This is an optimization exercise on Yosys and OpenROAD, whose aim is small area, a short achievable clock period and few clock cycles per item, not a production implementation.
In this exercise RTL edits were held to simulation tests only and were not proved equivalent to the original.
No activity file was given, so power comes from the tool's default toggle rates.

Setup of job 9553:
==> flow/design.v <==
module ring_monitor #(
    parameter integer N    = 64,
    parameter integer IDXW = 6       
) (
    input  wire            clk,
    input  wire            rst,            
    input  wire            ev_valid,
    output wire            ev_ready,
    input  wire [3:0]      ev_code,
    input  wire            ev_party,       
    input  wire            ev_ring,        
    input  wire [7:0]      ev_index,       
    output reg             done,
    output wire            done_ok,        
    output reg  [IDXW:0]   done_count,     
    output reg             sig_rx,         
    output reg             rx_int_enable,  
    output reg             tx_kick,        
    output reg             reclaim_valid,  
    output wire [IDXW-1:0] reclaim_idx,
    output reg  [6:0]      viol,
    output reg  [15:0]     err_cnt
);
    localparam [3:0] EV_RING_ALLOC     = 4'h0;
    localparam [3:0] EV_RING_FREE      = 4'h1;
    localparam [3:0] EV_RX_HW_COMPLETE = 4'h2;
    localparam [3:0] EV_RX_ADVANCE     = 4'h3;
    localparam [3:0] EV_TX_SUBMIT      = 4'h4;
    localparam [3:0] EV_TX_HW_COMPLETE = 4'h5;
    localparam [3:0] EV_TX_DRAIN       = 4'h6;
    localparam [3:0] EV_RX_OVERRUN     = 4'h7;
    localparam [3:0] EV_TX_UNDERRUN    = 4'h8;
    localparam [3:0] EV_ACCESS         = 4'h9;
    localparam integer V_OWNERSHIP      = 0;
    localparam integer V_HW_NOT_OWNER   = 1;
    localparam integer V_SW_NOT_OWNER   = 2;
    localparam integer V_TX_UNRECLAIMED = 3;
    localparam integer V_NOT_ALLOCATED  = 4;
    localparam integer V_DOUBLE_ALLOC   = 5;
    localparam integer V_BAD_EVENT      = 6;
    localparam [IDXW-1:0] CUR0 = {IDXW{1'b1}};
    reg             v1;
    reg  [3:0]      code1;
    reg             party1;
    reg             ring1;
    reg  [IDXW-1:0] idx1;       
    reg             bad1;       
    reg             alloc;
    reg             rx_int_en;
    reg  [IDXW-1:0] rx_cur;     
    reg  [IDXW-1:0] hw_rx;
    reg             rx_wrap;    
    reg  [IDXW-1:0] tx_comp;
    reg  [IDXW-1:0] hw_tx;
    reg  [IDXW-1:0] tx_prod;
    reg             c_wrap;     
    reg             d_wrap;     
    reg             idle;       
    reg             umode;      
    reg             ufin;       
    reg             rst_q;
    assign ev_ready    = idle;
    assign done_ok     = tx_kick;
    assign reclaim_idx = tx_comp;
    wire go = v1 && idle;
    wire rx_eq   = (rx_cur == hw_rx);
    wire rx_none = rx_eq && !rx_wrap;         
    wire rx_all  = rx_eq &&  rx_wrap;         
    wire c_eq    = (tx_comp == hw_tx);
    wire d_eq    = (hw_tx == tx_prod);
    wire o_eq    = (tx_comp == tx_prod);
    wire c_none  = c_eq && !c_wrap;
    wire d_none  = d_eq && !d_wrap;
    wire d_all   = d_eq &&  d_wrap;
    wire o_full  = o_eq && !(c_none && d_none);    
    wire [IDXW-1:0] rx_cur_inc  = rx_cur + 1'b1;
    wire [IDXW-1:0] tx_comp_inc = tx_comp + 1'b1;
    wire [IDXW-1:0] ia   = ring1 ? hw_tx   : rx_cur;
    wire [IDXW-1:0] ib   = ring1 ? tx_prod : hw_rx;
    wire            iw   = ring1 ? d_wrap  : rx_wrap;
    wire            in_iv = (idx1 >= ia) ^ (idx1 >= ib) ^ iw;
    wire            owner = ring1 ? in_iv : !in_iv;
    wire            under1  = (code1 == EV_TX_UNDERRUN);
    wire [IDXW-1:0] s_end   = (!idle ? umode : under1) ? tx_prod : hw_tx;
    wire            s_last  = (tx_comp_inc == s_end);
    always @(posedge clk) begin
        rst_q <= rst;
        begin
            if (ev_ready) begin
                v1     <= ev_valid;
                code1  <= ev_code;
                party1 <= ev_party;
                ring1  <= ev_ring;
                idx1   <= ev_index[IDXW-1:0] - 1'b1;
                bad1   <= (ev_index[7:IDXW] != 0);
            end
            done          <= 1'b0;
            sig_rx        <= 1'b0;
            rx_int_enable <= 1'b0;
            tx_kick       <= 1'b0;
            reclaim_valid <= 1'b0;
            if (!idle) begin
                if (ufin) begin
                    tx_comp <= CUR0;
                    hw_tx   <= CUR0;
                    tx_prod <= CUR0;
                    c_wrap  <= 1'b0;
                    d_wrap  <= 1'b0;
                    done    <= 1'b1;
                    idle    <= 1'b1;
                end else begin
                    reclaim_valid <= 1'b1;
                    tx_comp       <= tx_comp_inc;
                    done_count    <= done_count + 1'b1;
                    if (s_last) begin
                        if (umode) begin
                            ufin <= 1'b1;
                        end else begin
                            done <= 1'b1;
                            idle <= 1'b1;
                        end
                    end
                end
            end else if (go) begin
                if (code1 > EV_ACCESS) begin
                    viol[V_BAD_EVENT] <= 1'b1;
                    done <= 1'b1;
                end else if (!alloc && code1 != EV_RING_ALLOC) begin
                    viol[V_NOT_ALLOCATED] <= 1'b1;
                    done_count <= {(IDXW+1){1'b0}};
                    done <= 1'b1;
                end else begin
                    case (code1)
                    EV_RING_ALLOC: begin
                        if (alloc) begin
                            viol[V_DOUBLE_ALLOC] <= 1'b1;
                        end else begin
                            rx_cur    <= CUR0;
                            hw_rx     <= CUR0;
                            rx_wrap   <= 1'b0;
                            tx_comp   <= CUR0;
                            hw_tx     <= CUR0;
                            tx_prod   <= CUR0;
                            c_wrap    <= 1'b0;
                            d_wrap    <= 1'b0;
                            rx_int_en <= 1'b1;
                            alloc     <= 1'b1;
                        end
                        done <= 1'b1;
                    end
                    EV_RING_FREE: begin
                        alloc     <= 1'b0;
                        rx_int_en <= 1'b0;
                        done      <= 1'b1;
                    end
                    EV_RX_HW_COMPLETE: begin
                        if (!rx_all) begin
                            hw_rx   <= hw_rx + 1'b1;
                            if (&hw_rx) rx_wrap <= 1'b1;
                            if (rx_int_en) begin
                                rx_int_en <= 1'b0;
                                sig_rx    <= 1'b1;
                            end
                        end else begin
                            viol[V_HW_NOT_OWNER] <= 1'b1;
                        end
                        done <= 1'b1;
                    end
                    EV_RX_ADVANCE: begin
                        if (rx_none) begin
                            viol[V_SW_NOT_OWNER] <= 1'b1;
                        end else begin
                            rx_cur  <= rx_cur_inc;
                            if (&rx_cur) rx_wrap <= 1'b0;
                            if (rx_cur_inc == hw_rx) begin
                                rx_int_en     <= 1'b1;
                                rx_int_enable <= 1'b1;
                            end else begin
                                sig_rx <= 1'b1;
                            end
                        end
                        done <= 1'b1;
                    end
                    EV_TX_SUBMIT: begin
                        if (d_all) begin
                        end else if (o_full) begin
                            viol[V_TX_UNRECLAIMED] <= 1'b1;
                        end else begin
                            tx_prod <= tx_prod + 1'b1;
                            if (&tx_prod) d_wrap <= 1'b1;
                            tx_kick <= 1'b1;
                        end
                        done <= 1'b1;
                    end
                    EV_TX_HW_COMPLETE: begin
                        if (!d_none) begin
                            hw_tx  <= hw_tx + 1'b1;
                            if (&hw_tx) begin
                                d_wrap <= 1'b0;
                                c_wrap <= 1'b1;
                            end
                        end else begin
                            viol[V_HW_NOT_OWNER] <= 1'b1;
                        end
                        done <= 1'b1;
                    end
                    EV_TX_DRAIN: begin
                        done_count <= {{IDXW{1'b0}}, !c_none};
                        c_wrap     <= 1'b0;
                        if (c_none) begin
                            done <= 1'b1;
                        end else begin
                            reclaim_valid <= 1'b1;
                            tx_comp       <= tx_comp_inc;
                            umode         <= 1'b0;
                            ufin          <= 1'b0;
                            if (s_last) done <= 1'b1;
                            else        idle <= 1'b0;
                        end
                    end
                    EV_RX_OVERRUN: begin
                        rx_cur    <= CUR0;
                        hw_rx     <= CUR0;
                        rx_wrap   <= 1'b0;
                        rx_int_en <= 1'b1;
                        err_cnt   <= err_cnt + 16'd1;
                        done      <= 1'b1;
                    end
                    EV_TX_UNDERRUN: begin
                        err_cnt <= err_cnt + 16'd1;
                        if (o_eq && !o_full) begin
                            tx_comp <= CUR0;
                            hw_tx   <= CUR0;
                            tx_prod <= CUR0;
                            c_wrap  <= 1'b0;
                            d_wrap  <= 1'b0;
                            done    <= 1'b1;
                        end else begin
                            reclaim_valid <= 1'b1;
                            tx_comp       <= tx_comp_inc;
                            umode         <= 1'b1;
                            ufin          <= s_last;
                            idle          <= 1'b0;
                        end
                    end
                    default: begin  
                        if (bad1)
                            viol[V_BAD_EVENT] <= 1'b1;
                        else if (party1 != owner)
                            viol[V_OWNERSHIP] <= 1'b1;
                        done <= 1'b1;
                    end
                    endcase
                end
            end
        end
        if (rst_q) begin
            alloc     <= 1'b0;
            rx_int_en <= 1'b0;
            viol      <= 7'd0;
            err_cnt   <= 16'd0;
        end
        if (rst) begin
            v1            <= 1'b0;
            idle          <= 1'b1;
            done          <= 1'b0;
            sig_rx        <= 1'b0;
            rx_int_enable <= 1'b0;
            tx_kick       <= 1'b0;
            reclaim_valid <= 1'b0;
        end
    end
endmodule
clock: 8.0 ns
lec_check: 0
cap_margin: 20
core_margin: 2
core_utilization: 40
place_density: 0.6
slew_margin: 20
buffer_ports_args: -buffer_cell sky130_fd_sc_hd__buf_1
setup_slack_margin: 5.3
cts_args: -repair_clock_nets -dont_use_dummy_load -buf_list sky130_fd_sc_hd__clkbuf_16 -sink_clustering_enable -sink_clustering_size 100 -sink_clustering_max_diameter 1000
standard.sh (not shown) runs the stock make flow with config.mk's settings and CLKGATE_MAP_FILE= SYNTH_SCRIPT=/design/flow/synth_recipe.tcl, a recipe that flattens the netlist after the stock synthesis.
==> flow/flow/run.sh <==
#!/bin/bash
# Own layout flow: the standard layout (standard.sh), with two settings added to config.mk:
#  - port buffers of a plain buffer cell (sky130_fd_sc_hd__buf_2) instead of the delay buffer
#    the resizer picks by default; every input and output port still gets its own buffer;
#  - a larger setup slack margin for repair_timing, so that it aims at a shorter period.
# The clock period, constraints, synthesis, floorplan, power grid and tap cells are unchanged.
set -euo pipefail
cat >> config.mk <<'EOC'
export BUFFER_PORTS_ARGS = -buffer_cell sky130_fd_sc_hd__buf_1
export SETUP_SLACK_MARGIN = 5.3
export CTS_ARGS = -repair_clock_nets -dont_use_dummy_load -buf_list sky130_fd_sc_hd__clkbuf_16 -sink_clustering_enable -sink_clustering_size 100 -sink_clustering_max_diameter 1000
EOC
bash standard.sh > standard.log 2>&1
Job 9553 did not stop at any stage, and its layout met the timing, design-rule and antenna checks.
Testbench counts of job 9553, summed over its fixed seeds: cycles 35,524, events 32,000.
### job 9553 -> job 6717
- swapping -buffer_cell sky130_fd_sc_hd__buf_1 for -buffer_cell sky130_fd_sc_hd__buf_2 in BUFFER_PORTS_ARGS
- swapping -repair_clock_nets -dont_use_dummy_load -buf_list sky130_fd_sc_hd__clkbuf_16 -sink_clustering_enable -sink_clustering_size 100 -sink_clustering_max_diameter 1000 for -sink_clustering_enable -repair_clock_nets -dont_use_dummy_load -buf_list sky130_fd_sc_hd__clkbuf_8 in CTS_ARGS
--- a/flow/flow/run.sh
+++ b/flow/flow/run.sh
@@ -7,7 +7,7 @@
 set -euo pipefail
 cat >> config.mk <<'EOC'
-export BUFFER_PORTS_ARGS = -buffer_cell sky130_fd_sc_hd__buf_1
+export BUFFER_PORTS_ARGS = -buffer_cell sky130_fd_sc_hd__buf_2
 export SETUP_SLACK_MARGIN = 5.3
-export CTS_ARGS = -repair_clock_nets -dont_use_dummy_load -buf_list sky130_fd_sc_hd__clkbuf_16 -sink_clustering_enable -sink_clustering_size 100 -sink_clustering_max_diameter 1000
+export CTS_ARGS = -sink_clustering_enable -repair_clock_nets -dont_use_dummy_load -buf_list sky130_fd_sc_hd__clkbuf_8
 EOC
 bash standard.sh > standard.log 2>&1
[summary]
NOTE wire length job 9553->job 6717 increased by a few percent
The final RePlAce weighted congestion on job 9553 is in line with that on job 6717.
| share of power burned in the clock network | higher: job 9553 |
Job 6717 ends up with a length of routed met3 wiring that is 22 µm higher than in job 9553.
Job 6717 vs. job 9553: fmax went down by about 0.36%.
Power density over the cells (job 6717 over job 9553): decrease, about 12%
The number of buffers other than clock buffers in the final layout reported for job 6717 is greater than that of job 9553 by 9.5%.
Job 6717: count of buffers added by post-CTS timing repair for setup is 5 higher than what job 9553 reported.
--- input diff job 6717..job 9934 ---
- CTS_ARGS removed (was -sink_clustering_enable -repair_clock_nets -dont_use_dummy_load -buf_list sky130_fd_sc_hd__clkbuf_8)
- SETUP_SLACK_MARGIN changed from 5.3 to 5.7
--- a/flow/flow/run.sh
+++ b/flow/flow/run.sh
@@ -8,6 +8,5 @@
 cat >> config.mk <<'EOC'
 export BUFFER_PORTS_ARGS = -buffer_cell sky130_fd_sc_hd__buf_2
-export SETUP_SLACK_MARGIN = 5.3
-export CTS_ARGS = -sink_clustering_enable -repair_clock_nets -dont_use_dummy_load -buf_list sky130_fd_sc_hd__clkbuf_8
+export SETUP_SLACK_MARGIN = 5.7
 EOC
 bash standard.sh > standard.log 2>&1
Job 9934: full flow OK, the timing, design-rule and antenna checks passed. Going from job 6717 to job 9934, via count saw an increase, ratio of final minimum period to clock period saw a decrease, total track usage saw an increase, total number of cells along the worst setup path saw an increase. NOTE: worst hold slack in job 9934 falls short of that of job 6717. Looking only at met2 wire length, and setting everything else aside, the higher value of job 9934 and job 6717 goes to job 9934. Compare job 9934 and job 6717 | relative max-transition margin higher: job 9934. The global-route wire length before repair of job 9934 exceeds that of job 6717 by 5.9%. As of job 9934, sum of net half-perimeters after detailed placement had fallen slightly compared to job 6717. Comparing job 9934 and job 6717, the higher net switching power is on job 9934. Measured against each other, job 9934 and job 6717 differ in proportion of power drawn by combinational gates, the higher figure coming from job 6717.

[what the ideal ports hide]
The results above use ideal ports. As a check the final layouts listed here were re-extracted and re-timed, cells and wires unchanged.
Step 1: set_driving_cell puts a clkbuf_16 on clk and a buf_2 on each other input, an assumption about the parent block.
Step 2 also shifts input and output timing later by t, the mid clock arrival at the registers, as if the neighbouring blocks saw the same clock.
a / b / c = no drivers / after step 1 / after step 2; a / b = the first two.
| run | t, ns | setup slack, ns | hold WS [ns] | clock arrival spread, ns |
|---|---|---|---|---|
| job 9553 | 0.381 | 5.355 / 5.311 / 5.373 | 0.469 / 0.469 / 0.469 | 0.020 / 0.020 |
| job 6717 | 0.404 | 5.346 / 5.309 / 5.371 | 0.472 / 0.472 / 0.472 | 0.023 / 0.023 |
| job 9934 | 0.387 | 5.446 / 5.409 / 5.519 | 0.460 / 0.460 / 0.460 | 0.010 / 0.010 |
After both steps every run listed still meets setup and hold.
